Source: an optimization exercise on an open RTL-to-GDS flow (aim: a short achievable clock period and few clock cycles). Production flows keep margins and buffers that such runs may drop.
Function was checked by simulation only, so behaviour that the tests miss may differ from the original.
Power and IR drop assume default switching activity.

// image_thresholder
module image_thresholder (
    input  wire        clk,
    input  wire        rst,           
    input  wire        cmd_valid,
    output wire        cmd_ready,
    input  wire [31:0] cmd_data,
    input  wire [7:0]  rd_idx,
    output reg  [31:0] rd_data,
    output wire        out_valid,
    input  wire        out_ready,
    output wire [7:0]  out_data,
    output wire        out_last
);
    localparam BUF_BYTES = 256;
    localparam NAME_MAX  = 16;
    localparam [2:0] S_IDLE  = 3'd0;
    localparam [2:0] S_LOAD  = 3'd1;
    localparam [2:0] S_EMIT  = 3'd2;
    localparam [2:0] S_DONE  = 3'd3;
    localparam [2:0] S_ERROR = 3'd4;
    localparam [3:0] ERR_DIM      = 4'd1;
    localparam [3:0] ERR_CAPACITY = 4'd2;
    localparam [3:0] ERR_OVERRUN  = 4'd3;
    localparam [3:0] ERR_UNDERRUN = 4'd4;
    localparam [3:0] ERR_SEQUENCE = 4'd5;
    localparam [3:0] ERR_OPCODE   = 4'd6;
    localparam [3:0] ERR_RESERVED = 4'd7;
    localparam [3:0] ERR_NAME     = 4'd8;
    localparam [7:0] OP_NOP    = 8'h00;
    localparam [7:0] OP_SETW   = 8'h01;
    localparam [7:0] OP_SETH   = 8'h02;
    localparam [7:0] OP_SETF   = 8'h03;
    localparam [7:0] OP_NCLR   = 8'h04;
    localparam [7:0] OP_NBYTE  = 8'h05;
    localparam [7:0] OP_START  = 8'h08;
    localparam [7:0] OP_PIXEL  = 8'h09;
    localparam [7:0] OP_THRESH = 8'h0A;
    localparam [7:0] OP_FINISH = 8'h0B;
    localparam [7:0] OP_ABORT  = 8'h0F;
    localparam [2:0] P_MARK = 3'd0;
    localparam [2:0] P_NAME = 3'd1;
    localparam [2:0] P_C1   = 3'd2;
    localparam [2:0] P_BL   = 3'd3;
    localparam [2:0] P_C2   = 3'd4;
    localparam [2:0] P_RS   = 3'd5;
    localparam [2:0] P_C3   = 3'd6;
    localparam [2:0] P_PAY  = 3'd7;
    reg [2:0]  state;
    reg [3:0]  err;
    reg [23:0] width;
    reg [23:0] height;
    reg        flag_inv;
    reg        flag_lb;
    reg [4:0]  name_len;         
    reg [8:0]  row_stride;       
    reg [8:0]  byte_length;      
    reg [10:0] cur_x;            
    reg [8:0]  cur_y;            
    reg [8:0]  thresh_result;
    reg [9:0]  out_count;        
    reg [7:0]  buffer [0:BUF_BYTES-1];
    reg [7:0]  name   [0:NAME_MAX-1];
    wire [7:0]  op    = cmd_data[31:24];
    wire [23:0] imm   = cmd_data[23:0];
  ...
==> flow/config.mk <==
export PLATFORM = sky130hd
export DESIGN_NAME = image_thresholder
export DESIGN_NICKNAME = image_thresholder
export VERILOG_FILES = /design/flow/design.v
export SDC_FILE = /design/flow/constraint.sdc
export NUM_CORES = 4
export LEC_CHECK = 0
export ABC_CLOCK_PERIOD_IN_PS = 100
export CAP_MARGIN = 20
export CORE_MARGIN = 2
export CORE_UTILIZATION = 55
export SLEW_MARGIN = 20
export SYNTH_HIERARCHICAL = 1
export SETUP_SLACK_MARGIN = 6.5
export TNS_END_PERCENT = 100
==> flow/constraint.sdc <==
create_clock -name core_clock -period 12.0 [get_ports {clk}]
set_input_delay 2.4000 -clock core_clock [delete_from_list [all_inputs] [get_ports {clk}]]
set_output_delay 2.4000 -clock core_clock [all_outputs]
set_load 0.01 [all_outputs]
standard.sh (not shown) runs the stock make flow with config.mk's settings and CLKGATE_MAP_FILE= SYNTH_SCRIPT=/design/flow/synth_recipe.tcl, a recipe that flattens the netlist after the stock synthesis.
==> flow/flow/run.sh <==
#!/bin/bash
set -e
MARGIN=6.5
{
  echo "export SETUP_SLACK_MARGIN = $MARGIN"
  echo "export TNS_END_PERCENT = 100"
} >> config.mk
bash standard.sh > standard.log 2>&1
Testbench counts at the start, summed over its fixed seeds: cycles 107,009.
Change:
--- a/flow/design.v
+++ b/flow/design.v
@@ -49,25 +49,25 @@
     reg [3:0]  err;
     reg [23:0] width;
     reg [23:0] height;
     reg        flag_inv;
     reg        flag_lb;
     reg [4:0]  name_len;         
     reg [8:0]  row_stride;       
     reg [8:0]  byte_length;      
     reg [10:0] cur_x;            
     reg [8:0]  cur_y;            
     reg [8:0]  thresh_result;
     reg [9:0]  out_count;        
-    reg [7:0]  buffer [0:BUF_BYTES-1];
+    reg [8*BUF_BYTES-1:0] buffer;    
     reg [7:0]  name   [0:NAME_MAX-1];
     wire [7:0]  op    = cmd_data[31:24];
     wire [23:0] imm   = cmd_data[23:0];
     reg op_known;
     reg op_resv_bits;
     always @(*) begin
         op_known     = 1'b1;
         op_resv_bits = 1'b0;
         case (op)
             OP_NOP, OP_NCLR, OP_START, OP_FINISH, OP_ABORT: op_resv_bits = (imm != 24'd0);
             OP_SETF:                                        op_resv_bits = (imm[23:2] != 22'd0);
             OP_NBYTE:                                       op_resv_bits = (imm[23:8] != 16'd0);
@@ -147,25 +147,25 @@
     reg [4:0]  g_idx;
     reg [7:0]  g_addr;
     reg        g_nib;
     reg        g_lf;
     reg [8:0]  g_col;
     reg [7:0]  g_pb;             
     reg [7:0]  rptr;
     reg [7:0]  s1 [0:15];        
     wire [7:0] rq = s1[rptr[7:4]];
     integer gi;
     always @(posedge clk)
         for (gi = 0; gi < 16; gi = gi + 1)
-            s1[gi] <= buffer[{gi[3:0], rptr[3:0]}];
+            s1[gi] <= buffer[{gi[3:0], rptr[3:0], 3'd0} +: 8];
     reg [1:0]  bl_h, rs_h;
     reg [6:0]  bl_r, rs_r;
     reg [3:0]  bl_t, bl_o, rs_t, rs_o;
     reg [1:0]  bl_nd, rs_nd;
     always @(posedge clk) begin
         bl_h  <= (byte_length >= 9'd200) ? 2'd2 : (byte_length >= 9'd100) ? 2'd1 : 2'd0;
         bl_r  <= (byte_length >= 9'd200) ? byte_length - 9'd200 :
                  (byte_length >= 9'd100) ? byte_length - 9'd100 : byte_length;
         rs_h  <= (row_stride >= 9'd200) ? 2'd2 : (row_stride >= 9'd100) ? 2'd1 : 2'd0;
         rs_r  <= (row_stride >= 9'd200) ? row_stride - 9'd200 :
                  (row_stride >= 9'd100) ? row_stride - 9'd100 : row_stride;
         bl_t  <= bl_r / 7'd10;
@@ -658,27 +658,29 @@
                     pack        <= 8'h00;
                     p1_v        <= 1'b0;
                     p2_we       <= 1'b0;
                     wq          <= 8'd0;
                 end
             end
         end
     end
     always @(posedge clk) begin
         if (!rst && p1_v && p1_flush)
             gd[wq[7:4]] <= p1_merge;
     end
+    integer bi;
     always @(posedge clk) begin
-        if (!rst && p2_we)
-            buffer[p2_addr] <= gd[p2_addr[7:4]];
+        for (bi = 0; bi < BUF_BYTES; bi = bi + 1)
+            if (!rst && p2_we && (p2_addr == bi))
+                buffer[8*bi +: 8] <= gd[bi / 16];
     end
     always @(posedge clk) begin
         if (!name_len[4])
             name[name_len[3:0]] <= imm[7:0];
     end
     always @(posedge clk) begin
         p1_rgb   <= imm;
         p1_pos   <= cur_x[2:0];
         p1_flush <= (cur_x[2:0] == 3'd7) || x_last;
         if (thr_busy == 2'd0)
             thr_rgb <= imm;
     end
After rerunning: Global-route usage climbs by 0.28 points; critical path depth went down by 1; combinational power came out higher by about 2.5%; non-clock buffer count shrinks by 14; via count drops by 2.1%; cell area went down by 0.89%; worst setup slack gains 0.019 ns; synthesized area decreases by 0.99%.
Testbench counts after the change, summed over its fixed seeds: cycles 107,009.

Another version of the RTL of image_thresholder (not shown whole).
Size in the first run: about 87 I/O pins, ~110000 sq um of cells after synthesis.
==> module image_thresholder_rddec, before the edit <==
module image_thresholder_rddec (
    input  wire [3:0]  idx,
    output wire [13:0] sel
);
    genvar k;
    generate
        for (k = 0; k < 14; k = k + 1) begin : g_sel
            assign sel[k] = (idx == k);
        end
    endgenerate
endmodule
==> flow/config.mk <==
export PLATFORM = sky130hd
export DESIGN_NAME = image_thresholder
export DESIGN_NICKNAME = image_thresholder
export VERILOG_FILES = /design/flow/design.v
export SDC_FILE = /design/flow/constraint.sdc
export NUM_CORES = 4
export LEC_CHECK = 0
export ABC_CLOCK_PERIOD_IN_PS = 100
export CAP_MARGIN = 20
export CORE_MARGIN = 2
export CORE_UTILIZATION = 40
export SLEW_MARGIN = 20
export SYNTH_HIERARCHICAL = 1
export SETUP_SLACK_MARGIN = 6.5
export TNS_END_PERCENT = 100
==> flow/constraint.sdc <==
create_clock -name core_clock -period 12.0 [get_ports {clk}]
set_input_delay 2.4000 -clock core_clock [delete_from_list [all_inputs] [get_ports {clk}]]
set_output_delay 2.4000 -clock core_clock [all_outputs]
set_load 0.01 [all_outputs]
Scripts as last shown in full above: flow/flow/run.sh
Testbench counts at the start, summed over its fixed seeds: cycles 107,009.
Then changed:
--- a/flow/design.v
+++ b/flow/design.v
@@ -666,11 +666,29 @@
     output wire [13:0] sel
 );
+    wire [3:0] p0, p1;
+    image_thresholder_dec2 u_p0 (.i(idx[1:0]), .p(p0));
+    image_thresholder_dec2 u_p1 (.i(idx[3:2]), .p(p1));
     genvar k;
     generate
         for (k = 0; k < 14; k = k + 1) begin : g_sel
-            assign sel[k] = (idx == k);
+            image_thresholder_and2 u_and (.a(p1[k / 4]), .b(p0[k % 4]), .y(sel[k]));
         end
     endgenerate
 endmodule
+module image_thresholder_dec2 (
+    input  wire [1:0] i,
+    output wire [3:0] p
+);
+    assign p[0] = ~i[1] & ~i[0];
+    assign p[1] = ~i[1] &  i[0];
+    assign p[2] =  i[1] & ~i[0];
+    assign p[3] =  i[1] &  i[0];
+endmodule
+module image_thresholder_and2 (
+    input  wire a, b,
+    output wire y
+);
+    assign y = a & b;
+endmodule
 module image_thresholder_nor2 (
     input  wire a, b,
Worst hold slack hardly moves.
Non-clock buffer count went down by 35.
Routed wire length went up by 1.4%.
Count of clock-buffer cells in the layout went up by 25.
Total power went up by 1.5%.
Utilization hardly moves.
Final cell count barely changes.
First-iteration DRC count went down by 0.93%.
Worst setup slack gains 130 ps.
Testbench counts after the change, summed over its fixed seeds: cycles 107,009.

==> port drivers added, routing unchanged <==
The results above use ideal ports. As a check the final layouts listed here were re-extracted and re-timed, cells and wires unchanged. Step 1 sets driving cells, clkbuf_16 on the clock port and buf_2 on the other inputs (assumed; they add their load-dependent delay and slew). Step 2, shift: input delay + t, output delay - t, t = (earliest + latest rising clock arrival at the registers) / 2. This alone moves slack from input paths to output paths. Slacks: ideal ports / drivers / drivers and shift; pairs: ideal ports / drivers.
run | shift t [ns] | slack for setup (ns) | clock arrival spread, ns | slew at the worst register clock pin (ns) | worst data-port slew with drivers (ns)
the first run of note 1 | 0.978 | 5.995 / 5.904 / 5.904 | 0.058 / 0.059 | 0.07 / 0.07 | 0.14
the second run of note 1 | 1.014 | 6.014 / 5.859 / 5.735 | 0.060 / 0.059 | 0.06 / 0.06 | 0.17
the first run of note 2 | 0.932 | 5.845 / 5.797 / 5.797 | 0.086 / 0.085 | 0.07 / 0.07 | 0.08
the second run of note 2 | 0.923 | 5.977 / 5.840 / 5.732 | 0.079 / 0.079 | 0.07 / 0.07 | 0.16
After both steps every run listed still meets setup and hold. The setup slack of the second run of note 1, which loses most, moves by -0.155 ns with the drivers and by -0.279 ns with both steps.
